This is an optimization exercise on Yosys and OpenROAD, whose aim is small area, a short achievable clock period and few clock cycles, not a production implementation.
Only simulation tests tie the RTL to the original design; equivalence was not proved.
Power and IR drop assume default switching activity.

**flow/design.v**
```verilog
module robo_math (
    input  wire        clk,
    input  wire        rst,           
    input  wire        cmd_valid,
    output wire        cmd_ready,
    input  wire [31:0] cmd_header,
    input  wire [31:0] cmd_arg0,
    input  wire [31:0] cmd_arg1,
    output wire        rsp_valid,
    input  wire        rsp_ready,
    output wire [7:0]  rsp_status,
    output wire [31:0] rsp_data0,
    output wire [31:0] rsp_data1
);
    localparam [7:0] OP_DIV_CALC  = 8'h02;
    localparam [7:0] OP_TO_MONO   = 8'h30;
    localparam [7:0] OP_TO_FLOAT  = 8'h31;
    localparam [7:0] OP_GET_PEAK  = 8'h32;
    localparam [2:0] S_IDLE = 3'd0;
    localparam [2:0] S_FLT  = 3'd1;    
    localparam [2:0] S_NRMB = 3'd2;    
    localparam [2:0] S_MUL  = 3'd3;    
    localparam [2:0] S_DIV  = 3'd4;    
    localparam [2:0] S_RND  = 3'd5;    
    reg  [2:0]  state;
    reg         rsp_valid_r;
    reg         err_r;           
    reg         earg_r;          
    reg  [31:0] data0_r;
    reg  [31:0] data1_r;
    reg  [56:0] rem_r;           
    reg  [55:0] den_r;           
    reg  signed [7:0] exp_r;     
    reg         sign_r;
    reg  [1:0]  wsel_r;          
    reg         started_r;       
    wire idle = (state == S_IDLE);
    assign cmd_ready  = idle & (~rsp_valid_r | rsp_ready);
    assign rsp_valid  = rsp_valid_r;
    assign rsp_status = {2'b00, err_r, 3'b000, earg_r, err_r};
    assign rsp_data0  = data0_r;
    assign rsp_data1  = data1_r;
    wire fire = cmd_valid & cmd_ready;
    wire [7:0]  op  = cmd_header[31:24];
    wire [23:0] imm = cmd_header[23:0];
    wire        imm_zero = (imm == 24'd0);
    wire        is_div   = (op == OP_DIV_CALC);
    wire        is_mono  = (op == OP_TO_MONO)  & imm_zero;
    wire        is_peak  = (op == OP_GET_PEAK) & imm_zero;
    wire        is_flt   = (op == OP_TO_FLOAT) & (imm[23:8] == 16'd0);
    wire        w16      = (imm[7:0] == 8'd16);
    wire        w24      = (imm[7:0] == 8'd24);
    wire        w32      = (imm[7:0] == 8'd32);
    wire        w_ok     = w16 | w24 | w32;
    wire        arg0_nz  = (cmd_arg0 != 32'd0);
    wire        div_go   = is_div & ~imm_zero & arg0_nz & (cmd_arg1 != 32'd0);
    wire        flt_go   = is_flt & w_ok & arg0_nz;
    wire        c_err    = ~(is_div | is_mono | is_peak | (is_flt & w_ok));
    wire        c_earg   = is_flt & ~w_ok;
    wire [32:0] lr_sum  = {cmd_arg0[31], cmd_arg0} + {cmd_arg1[31], cmd_arg1};
    wire [32:0] lr_adj  = lr_sum + {32'd0, lr_sum[32] & lr_sum[0]};
    wire [31:0] mono    = lr_adj[32:1];
    wire [31:0] abs0 = cmd_arg0[31] ? (32'd0 - cmd_arg0) : cmd_arg0;
    wire [31:0] abs1 = cmd_arg1[31] ? (32'd0 - cmd_arg1) : cmd_arg1;
    wire [31:0] nrm_in = (state == S_NRMB) ? data1_r : (is_div ? cmd_arg0 : abs0);
    reg  [4:0]  nrm_lz;
    integer i;
    always @(*) begin
        nrm_lz = 5'd0;
        for (i = 0; i < 32; i = i + 1)
            if (nrm_in[i]) nrm_lz = 5'd31 - i[4:0];
    end
    wire [31:0] nrm_out = nrm_in << nrm_lz;
    wire [31:0] fn = rem_r[54:23];
    wire [17:0] f15_s1 = {1'b0, fn[31:15]} + {3'd0, fn[14:0]};
    wire [15:0] f15_s2 = {13'd0, f15_s1[17:15]} + {1'b0, f15_s1[14:0]};
    wire [16:0] f15_t  = {1'b0, f15_s2} + 17'd1;
    wire        f15_ge = f15_t[15];
    wire [14:0] f15_r  = f15_ge ? f15_t[14:0] : f15_s2[14:0];
    wire [17:0] f15_q  = {1'b0, fn[31:15]} + {15'd0, f15_s1[17:15]} + {17'd0, f15_ge};
    wire [32:0] f15_str = {f15_q, f15_r};
    wire [23:0] f23_s1 = {15'd0, fn[31:23]} + {1'b0, fn[22:0]};
    wire [23:0] f23_s2 = {23'd0, f23_s1[23]} + {1'b0, f23_s1[22:0]};
    wire [24:0] f23_t  = {1'b0, f23_s2} + 25'd1;
    wire        f23_ge = f23_t[23];
    wire [22:0] f23_r  = f23_ge ? f23_t[22:0] : f23_s2[22:0];
    wire [9:0]  f23_q  = {1'b0, fn[31:23]} + {9'd0, f23_s1[23]} + {9'd0, f23_ge};
    wire [32:0] f23_str = {f23_q, f23_r};
    wire [31:0] f31_s1 = {1'b0, fn[30:0]} + 32'd1;
    wire [31:0] f31_s2 = {31'd0, f31_s1[31]} + {1'b0, f31_s1[30:0]};
    wire [32:0] f31_t  = {1'b0, f31_s2} + 33'd1;
    wire        f31_ge = f31_t[31];
    wire [30:0] f31_r  = f31_ge ? f31_t[30:0] : f31_s2[30:0];
    wire [1:0]  f31_q  = 2'd1 + {1'b0, f31_s1[31]} + {1'b0, f31_ge};
    wire [32:0] f31_str = {f31_q, f31_r};
    wire [32:0] f_str = (wsel_r == 2'd0) ? f15_str : (wsel_r == 2'd1) ? f23_str : f31_str;
    wire        f_hi  = (wsel_r == 2'd0) ? f15_q[17] : (wsel_r == 2'd1) ? f23_q[9] : f31_q[1];
    wire [24:0] f_m25 = f_hi ? f_str[32:8] : f_str[31:7];
    wire [24:0] f_rnd = {1'b0, f_m25[24:1]} + {24'd0, f_m25[0]};
    wire [7:0]  f_ebase = (wsel_r == 2'd0) ? 8'd142 : (wsel_r == 2'd1) ? 8'd134 : 8'd126;
    wire [7:0]  f_bexp = f_ebase + exp_r + {7'd0, f_hi} + {7'd0, f_rnd[24]};
    wire [31:0] f_result = {sign_r, f_bexp, f_rnd[22:0]};
    wire [32:0] mul_sum  = {1'b0, den_r[55:24]} + {1'b0, data0_r[0] ? data1_r : 32'd0};
    wire        mul_last = (data0_r[23:1] == 23'd0);
    wire [57:0] div_diff = {1'b0, rem_r} - {2'b00, den_r};
    wire        div_bit  = ~div_diff[57];
    wire [56:0] div_rem  = div_bit ? div_diff[56:0] : rem_r;
    wire        div_shift = started_r | div_bit;
    wire        d_sticky = (rem_r != 57'd0);
    wire        d_up     = data0_r[0] & (d_sticky | data0_r[1]);
    wire [24:0] d_rnd    = {1'b0, data0_r[24:1]} + {24'd0, d_up};
    wire [7:0]  d_bexp   = exp_r + 8'd127 + {7'd0, d_rnd[24]};
    wire [31:0] d_result = {1'b0, d_bexp, d_rnd[22:0]};
    always @(posedge clk) begin
        if (rst) begin
            state       <= S_IDLE;
            rsp_valid_r <= 1'b0;
        end else begin
            if (rsp_valid_r & rsp_ready)
                rsp_valid_r <= 1'b0;
            case (state)
                S_IDLE: begin
                    if (fire) begin
                        err_r  <= c_err;
                        earg_r <= c_earg;
                        sign_r <= cmd_arg0[31];
                        wsel_r <= {w32, w24};
                        rem_r  <= {2'b00, nrm_out, 23'd0};
                        exp_r  <= 8'sd1 - $signed({3'd0, nrm_lz});
                        den_r  <= 56'd0;
                        data0_r <= is_mono ? mono : is_div ? {8'd0, imm} : flt_go ? 32'd0 : abs0;
                        data1_r <= is_div ? cmd_arg1 : abs1;
                        if (div_go) begin
                            state       <= S_NRMB;
                            rsp_valid_r <= 1'b0;
                        end else if (flt_go) begin
                            state       <= S_FLT;
                            rsp_valid_r <= 1'b0;
                        end else begin
                            rsp_valid_r <= 1'b1;
                        end
                    end
                end
                S_FLT: begin
                    data0_r     <= f_result;
                    rsp_valid_r <= 1'b1;
                    state       <= S_IDLE;
                end
                S_NRMB: begin
                    data1_r <= nrm_out;
                    exp_r   <= exp_r + $signed({3'd0, nrm_lz});
                    state   <= S_MUL;
                end
                S_MUL: begin
                    den_r   <= {mul_sum, den_r[23:1]};
                    data0_r <= {1'b0, data0_r[31:1]};
                    exp_r   <= exp_r - 8'sd1;
                    if (mul_last) begin
                        data0_r   <= 32'd1;
                        started_r <= 1'b0;
                        state     <= S_DIV;
                    end
                end
                S_DIV: begin
                    rem_r <= {div_rem[55:0], 1'b0};
                    if (div_shift) begin
                        started_r <= 1'b1;
                        data0_r   <= {data0_r[30:0], div_bit};
                        if (data0_r[24])
                            state <= S_RND;
                    end else begin
                        exp_r <= exp_r - 8'sd1;
                    end
                end
                S_RND: begin
                    data0_r     <= d_result;
                    rsp_valid_r <= 1'b1;
                    state       <= S_IDLE;
                end
                default: state <= S_IDLE;
            endcase
        end
    end
endmodule
```
**flow/run.sh**
```bash
#!/bin/bash
# synth_recipe.tcl (not shown) runs the flow's synth.tcl, then flattens the netlist and writes it again
# the make line also repeats each setting of config.mk as NAME=value (left out here)
make -C /OpenROAD-flow-scripts/flow DESIGN_CONFIG=/design/flow/config.mk WORK_HOME=/design/flow/orfs CLKGATE_MAP_FILE= SYNTH_SCRIPT=/design/flow/synth_recipe.tcl finish
```
**flow/config.mk**
```make
export PLATFORM = sky130hd
export DESIGN_NAME = robo_math
export DESIGN_NICKNAME = robo_math
export VERILOG_FILES = /design/flow/design.v
export SDC_FILE = /design/flow/constraint.sdc
export NUM_CORES = 4
export LEC_CHECK = 0
export CAP_MARGIN = 20
export CORE_MARGIN = 2
export CORE_UTILIZATION = 40
export PLACE_DENSITY = 0.6
export SETUP_SLACK_MARGIN = 5
export SLEW_MARGIN = 20
```
**flow/constraint.sdc**
```tcl
create_clock -name core_clock -period 11.0 [get_ports {clk}]
set_input_delay 2.2000 -clock core_clock [delete_from_list [all_inputs] [get_ports {clk}]]
set_output_delay 2.2000 -clock core_clock [all_outputs]
set_load 0.01 [all_outputs]
```
==> key figures, run 1 <==
Logic synthesis
  • Distinct cells, synth: 101
  • Post-synth EDFFs: 190
  • Syn_area_per_cell: 7.60 µm²
  • Most numerous cell in the Yosys netlist: nor2_1
  • Largest family of logic cells by synthesized area: simple AND/OR/NAND/NOR gates
  • Yosys top cell by area: edfxtp_1
  • Share of the synthesized area in the top cell type: 20.4%
  • Mapped Area: 27,900 µm²
  • Synth Area in Compound Gates: 24.6%
  • Simple-Gate Fraction of Synth Area: 25.2%
  • Top cells by area, synth: edfxtp_1 (20%), ha_1 (7.9%), xnor2_1 (6.8%)
  • Post-synthesis mux area share: 4.35%
  • Synth Area in Adders: 8.72%
  • Synth async-reset ratio: 0%
  • Warnings from Yosys: 1
  • Register area share after synthesis: 20.7%
  • Main synth FF type: edfxtp_1
  • Synth Area in XOR/XNOR: 11.5%
  • Synth cell count leaders: nor2_1 (383), nand2_1 (322), o21ai_0 (257)
  • Synth Instances: 3,677
  • Flops & latches, synth: 194

Setup path
  • Nature of the critical path startpoint: flip-flop
  • Reg-to-Reg End: data0_r[29]
  • CP max stage cell: edfxtp_1
  • Critical Path Start: rem_r[29]
  • Worst r2r src: rem_r[29]
  • Crit Path Category: flip-flop to flip-flop
  • Critical Path Max Stage Delay: 0.51 ns
  • Worst setup path endpoint: data0_r[29]
  • FF-to-FF path depth: 47
  • Reg2Reg Setup Slack: 1.62 ns
  • Crit path arrival time: 9.62 ns
  • CP required: 11.24 ns
  • Max FO, Critical Path: 5
  • Crit. End Element: flip-flop

Timing
  • FMAX: 107 MHz
  • Final setup vio count: 0
  • Slew @ Worst Pin: 1.17 ns
  • Unrepaired setup endpoints after global routing: yes
  • PnR worst setup slack: 1.62 ns
  • Min Hold Slack: 0.565 ns
  • Setup TNS: 0 ns
  • Fin. Hold Viols: 0
  • Slew margin rel.: 20.9%
  • Final-report max-slew violation count: 0
  • Clk_skew: 0.0195 ns
  • Crit path time final: 9.38 ns
  • Period utilization: 85.2%

Pwr
  • Leakage: 14.3 nW
  • Cell Pwr Density: 143 nW/µm²
  • Cell-internal power: 2.77 mW
  • VDD IR-drop max: 114 µV
  • Comb power frac: 67.3%
  • Clock power share: 13.0%
  • Sw frac: 48.0%
  • Power consumption: 5.33 mW
  • Sequential share of power: 19.7%
  • Switching pwr: 2.56 mW

Clocking
  • CTS tree: yes
  • TritonCTS buffer count: 17
  • CTS HTree Levels: 4
  • Clock Tree Buf Depth: 2
  • Clock Latency Late Sink: 0.51 ns
  • CTS sink cnt: 194
  • Clock root buffer: clkbuf_16
  • Worst-path clk slew: 0.09 ns

Cells and area
  • Share of cells above drive strength 1: 23.7%
  • Syn-to-layout area delta: 33.1%
  • Multi-input logic area: 23,800 µm²
  • Non-filler instance count after layout: 5,026
  • Layout Nets: 4,368
  • Design Area, Final: 37,200 µm²
  • Layout Utilization: 54.0%
  • Reg area: 5790 µm²
  • Number of filler cells placed in the layout: 6,285

Hold path
  • Worst hold path type: flip-flop to flip-flop

Detailed routing
  • DRT iter0 DRCs: 3,577
  • Detailed-route wire length per cell: 24.8 µm
  • Antenna viol nets, final: 0
  • Total Routed Length: 125,000 µm
  • DRC: 0
  • Vias per std cell: 6.34
  • Routed vias: 31,869
  • 1st-pass router iterations: 6

Run status
  • Status: finished clean

Flow run
  • Max-Cap Viols: 0

Placement
  • Gpl congestion: 1.01
  • IO buf count: 168
  • Dpl ws: 0.707 ns
  • DP Cell Count: 4,648
  • Post-detail-place hpwl: 89,200 µm
  • Placed instance area: 31,200 µm²

Floorplan
  • Initial core utilization: 40.6%
  • Row cnt: 96
  • # IOs: 174
  • Die span in y: 268 µm
  • Core box area: 68,800 µm²
  • Width of the die: 268 µm
  • Die area: 72,000 µm²

GRT
  • Largest net degree at the start of global routing: 78
  • First-pass GRT wire length: 179,000 µm
  • Total grt overflow: 0
  • Vias in the first global route: 29,286
  • GRT Total Usage: 32.7%
  • Initial antenna violation count: 4
[power groups by stage]
| stage | Sequential (mW) | Clock (mW) | Combinational [mW] |
|---|---|---|---|
| 2_1_floorplan | 1.03 | 0 | 1.89 |
| 3_3_place_gp | 1.06 | 0 | 2.69 |
| 3_5_place_dp | 1.06 | 0 | 2.69 |
| 4_1_cts | 1.05 | 0.695 | 3.23 |
| 5_1_grt | 1.06 | 0.717 | 3.78 |
| 6_report | 1.05 | 0.693 | 3.58 |
[worst min path at each step]
| stage | startpoint | endpoint | slack, ns | cells after the start |
|---|---|---|---|---|
| floorplan | den_r[11] | den_r[10] | 0.53 | 2 |
| global placement | den_r[4] | den_r[3] | 0.54 | 2 |
| detailed placement | den_r[5] | den_r[4] | 0.55 | 2 |
| CTS | den_r[5] | den_r[4] | 0.57 | 2 |
| global route | den_r[5] | den_r[4] | 0.59 | 2 |
| finish | den_r[5] | den_r[4] | 0.56 | 2 |
[worst max-delay path, delay by kind of cell (launching register included)]
family	cells	cell delay [ns]
adder cells (fa/ha/maj)	6	1.44
AND/OR/NAND/NOR	19	4.28
buffers and inverters	10	0.91
flip-flops	1	0.51
AO/OA/AOI/OAI	11	1.85
XOR/XNOR	1	0.12
[final cells by class]
cell class	count	share of cell area [%]
flip-flops and latches	194	15.6
inverters	153	1.59
diodes	2	0.0135
multi-input cells	3140	64.1
well taps	931	3.13
clock inverters	15	0.562
clock buffers	17	1.14
repair buffers	574	13.9
[what timing repair did]
item | CTS | global route
endpoints found under the setup margin | 104 | 109
endpoints found under the hold margin | 0 | 0
pin swaps | 166 | 95
hold buffers | 0 | 0
resized for setup | 577 | 186
gates cloned | 9 | 0
buffers inserted | 287 | 48
[kinds of logic (layout without fill, tap and decap cells)]
logic type,Yosys count,in the layout
buffers and inverters,350,759
other,1,7
and+or+nand+nor,1410,1411
muxes,119,119
adders and majority gates,188,188
xor gates and xnor gates,364,364
AOI/OAI and AO/OA,1051,1053
DFF,194,194
[registers in the layout, indices dropped and copies added (netlist names)]
name and cells:
data0_r 32, data1_r 32, den_r 56, earg_r 1, err_r 1, exp_r 8
rem_r 56, rsp_valid_r 1, sign_r 1, started_r 1, state 3, wsel_r 2
[placed cells by master, fill, tap and decap left out, drive strengths merged, types with 14 or more instances in the layout]
cell	instances
clkbuf	20
xnor2	218
o21a	38
o211ai	34
a2111oi	16
ha	177
nand3	98
nor3b	17
o22ai	21
nor2	383
nand4	56
edfxtp	190
nor4b	14
o21bai	21
mux2	20
nand2b	42
nor3	121
or2	25
nor4	76
and3	50
nand2	322
or4	19
nor2b	42
dlygate4sd2	19
buf	421
a221oi	33
a21o	82
o21ai	271
or3	43
a211oi	45
inv	155
xor2	145
mux2i	99
and2	61
a31oi	52
clkdlybuf4s50	120
a21oi	252
o31ai	41
[routing by layer]
metal | part of all wire, % | track usage (%) | vias to the layer above | wire length [µm]
li1 | - | - | 14417 | -
met1 | 41 | 43.5 | 15111 | 50800
met2 | 44 | 50.7 | 1890 | 54900
met3 | 9.4 | 6.11 | 447 | 11700
met4 | 5.9 | 15.8 | 4 | 7300
met5 | 0.018 | 0 | - | 22
Testbench counts, summed over its fixed seeds: cycles 41,313.
==> run 2, diff against run 1 <==
--- a/flow/config.mk
+++ b/flow/config.mk
@@ -9,5 +9,4 @@
 export CORE_MARGIN = 2
 export CORE_UTILIZATION = 40
 export PLACE_DENSITY = 0.6
-export SETUP_SLACK_MARGIN = 5
 export SLEW_MARGIN = 20
==> key figures, run 2 <==
Clocking
  • Clock root buffer: clkbuf_16 (unchanged)
  • Hold Buf Count CTS: 0 (unchanged)
  • Clock Tree Buf Depth: 2 (unchanged)
  • TritonCTS buffer count: 17 (unchanged)
  • Worst-path clk slew: 0.09 ns (about the same)
  • CTS sink cnt: 194 (unchanged)
  • CTS tree: yes (unchanged)
  • Clock Latency Late Sink: 0.51 ns (about the same)
  • CTS HTree Levels: 4 (unchanged)

Logic synthesis
  • Post-synth EDFFs: 190 (unchanged)
  • Main synth FF type: edfxtp_1 (unchanged)
  • Syn_area_per_cell: 7.60 µm² (unchanged)
  • Register area share after synthesis: 20.7% (unchanged)
  • Flops & latches, synth: 194 (unchanged)
  • Mapped Area: 27,900 µm² (unchanged)
  • Top cells by area, synth: edfxtp_1 (20%), ha_1 (7.9%), xnor2_1 (6.8%) (unchanged)
  • Yosys top cell by area: edfxtp_1 (unchanged)
  • Synth cell count leaders: nor2_1 (383), nand2_1 (322), o21ai_0 (257) (unchanged)
  • Synth Instances: 3,677 (unchanged)
  • Most numerous cell in the Yosys netlist: nor2_1 (unchanged)
  • Distinct cells, synth: 101 (unchanged)
  • Synth async-reset ratio: 0% (unchanged)
  • Warnings from Yosys: 1 (unchanged)
  • Share of the synthesized area in the top cell type: 20.4% (unchanged)

Pwr
  • Leakage: 12.0 nW (was 14.3 nW)
  • Comb power frac: 61.0% (was 67.3%)
  • Sw frac: 49.2% (was 48.0%)
  • Cell-internal power: 2.26 mW (was 2.77 mW)
  • Cell Pwr Density: 141 nW/µm² (was 143 nW/µm²)
  • VDD IR-drop max: 110 µV (was 114 µV)
  • Clock power share: 15.7% (was 13.0%)
  • Sequential share of power: 23.3% (was 19.7%)
  • Switching pwr: 2.19 mW (was 2.56 mW)

Floorplan
  • Die span in y: 268 µm (unchanged)
  • Core box area: 68,800 µm² (unchanged)
  • Initial core utilization: 40.6% (unchanged)
  • Row cnt: 96 (unchanged)
  • Die area: 72,000 µm² (unchanged)
  • Width of the die: 268 µm (unchanged)
  • # IOs: 174 (unchanged)

Timing
  • Final setup vio count: 0 (unchanged)
  • FMAX: 96.7 MHz (was 107 MHz)
  • Clk_skew: 0.0221 ns (was 0.0195 ns)
  • Period utilization: 94.0% (was 85.2%)
  • Slew margin rel.: 19.8% (was 20.9%)
  • Slew @ Worst Pin: 1.19 ns (was 1.17 ns)
  • Final-report max-slew violation count: 0 (unchanged)
  • Crit path time final: 10.34 ns (was 9.38 ns)
  • PnR worst setup slack: 0.663 ns (was 1.62 ns)
  • Fin. Hold Viols: 0 (unchanged)

Cells and area
  • Top flop regs: den_r x56, rem_r x56 (unchanged)
  • Commonest non-fill, non-tap cell in the layout: nor2_1 (unchanged)
  • Syn-to-layout area delta: 12.9% (was 33.1%)
  • Antenna Diode Count: 0 (was 2)
  • Layout Utilization: 45.8% (was 54.0%)
  • Most frequent cells in the layout: nor2_1 (381), nand2_1 (321), o21ai_0 (255) (was nor2_1 (352), buf_4 (333), nand2_1 (296))
  • Share of cells above drive strength 1: 6.39% (was 23.7%)
  • Layout Nets: 4,047 (was 4,368)

Setup path
  • CP bufs+invs: 5 (was 10)
  • Max FO, Critical Path: 8 (was 5)
  • Critical Path Max Stage Delay: 0.59 ns (was 0.51 ns)
  • CP max stage cell: or4_4 (was edfxtp_1)
  • Nature of the critical path startpoint: flip-flop (unchanged)
  • Crit Path Category: flip-flop to flip-flop (unchanged)
  • Crit path arrival time: 10.60 ns (was 9.62 ns)
  • CP required: 11.26 ns (was 11.24 ns)
  • Reg2Reg Setup Slack: 0.66 ns (was 1.62 ns)
  • Crit. End Element: flip-flop (unchanged)
  • Crit path max-delay family: simple AND/OR/NAND/NOR gates (unchanged)

Detailed routing
  • 1st-pass router iterations: 6 (unchanged)
  • Vias per std cell: 6.24 (was 6.34)
  • DRT iter0 DRCs: 3,171 (was 3,577)
  • Antenna viol nets, final: 0 (unchanged)
  • Total Routed Length: 111,000 µm (was 125,000 µm)
  • Routed vias: 29,344 (was 31,869)
  • DRC: 0 (unchanged)
  • Detailed-route wire length per cell: 23.7 µm (was 24.8 µm)

Placement
  • Dpl ws: 0.256 ns (was 0.707 ns)
  • Gpl congestion: 1.02 (was 1.01)
  • Post-detail-place hpwl: 88,000 µm (was 89,200 µm)
  • IO buf count: 168 (unchanged)

Flow run
  • Max-Cap Viols: 0 (unchanged)

GRT
  • Total grt overflow: 0 (unchanged)
  • Vias in the first global route: 26,798 (was 29,286)
  • Initial antenna violation count: 3 (was 4)
  • GRT Total Usage: 30.2% (was 32.7%)
  • First-pass GRT wire length: 165,000 µm (was 179,000 µm)
  • Largest net degree at the start of global routing: 78 (unchanged)

Hold path
  • Worst hold path type: flip-flop to flip-flop (unchanged)

Run status
  • Status: finished clean (unchanged)
==> run 2: power groups by stage <==
stage / clock (mW) / sequential, mW / combinational, mW
after CTS: 0.706 / 1.03 / 2.62
after floorplan: 0 / 1.03 / 1.78
after global routing: 0.728 / 1.05 / 2.93
final: 0.698 / 1.04 / 2.72
after global placement: 0 / 1.05 / 2.62
after detailed placement: 0 / 1.05 / 2.61
==> run 2: tightest hold or removal path, stage by stage (launching register included) <==
cell      delay (ns)
edfxtp_1        0.33
inv_1           0.05
nor2_1          0.09
==> run 2: metrics by stage <==
| stage | setup TNS (ns) | hold WS, ns | power [mW] | instance area [µm²] | instances |
|---|---|---|---|---|---|
| global placement | 0 | 0.546 | 3.67 | 30700 | 4663 |
| global route | -0.0497 | 0.600 | 4.70 | 31500 | 4703 |
| detailed placement | 0 | 0.556 | 3.66 | 30700 | 4663 |
| finish | 0 | 0.566 | 4.46 | 31500 | 4703 |
| CTS | 0 | 0.576 | 4.36 | 31300 | 4695 |
| floorplan | 0 | 0.534 | 2.81 | 27900 | 3681 |
==> run 2: final timing paths <==
kind | startpoint | end | cells after the start
hold / removal | den_r[15] | den_r[14] | 2
setup / recovery | rem_r[25] | data0_r[29] | 44
hold reg to reg | den_r[15] | den_r[14] | 2
setup reg to reg | rem_r[25] | data0_r[29] | 44
==> run 2: routing by layer <==
metal,vias to the layer above,wire [µm],GRT usage (%)
met5,-,34,0
met4,6,4400,11.2
met3,236,9260,5.49
met2,1341,48600,46.7
met1,13993,49000,41.8
li1,13768,-,-
==> run 2: logic make-up after synthesis <==
logic type	after synthesis	share of synthesized area, %
multiplexers	119	4.35
XOR/XNOR	364	11.5
flip-flops	194	20.7
AND/OR/NAND/NOR	1410	25.2
buffers and inverters	350	4.97
adder cells (fa/ha/maj)	188	8.72
other	1	0.0134
AO/OA/AOI/OAI	1051	24.6
==> run 2: final cells by class <==
cell class | instances | area, µm²
multi-input cells | 3137 | 21000
well taps | 931 | 1160
clock buffers | 17 | 425
inverters | 153 | 578
repair buffers | 256 | 2340
fillers | 6966 | 37300
clock inverters | 15 | 210
flip-flops and latches | 194 | 5790
==> run 2: what timing repair did <==
action,in CTS,in global routing
setup endpoints to repair,0,8
hold endpoints to repair,0,0
buffers inserted,0,8
resized for setup,0,28

port drivers added, routing unchanged:
How much do the figures lean on ideal ports? The routed layouts below were timed once more, with nothing changed but the port constraints.
Step 1, drivers: a clkbuf_16 drives clk and a buf_2 each remaining input, both assumed.
Step 2 moves the port delays by t, midway between the first and last clock arrival at a register: inputs arrive t later, outputs are due t later. That takes back most of the time a late clock gives input paths.
Three values: ideal ports, drivers, drivers and shift; two values: the first two.
| run | t, ns | slack for setup (ns) | worst hold slack (ns) | worst register clock-pin slew, ns |
|---|---|---|---|---|
| run 1 | 0.566 | 1.624 / 1.624 / 1.624 | 0.565 / 0.565 / 0.565 | 0.09 / 0.09 |
| run 2 | 0.556 | 0.663 / 0.663 / 0.663 | 0.566 / 0.566 / 0.566 | 0.10 / 0.10 |
After both steps every run listed still meets setup and hold.
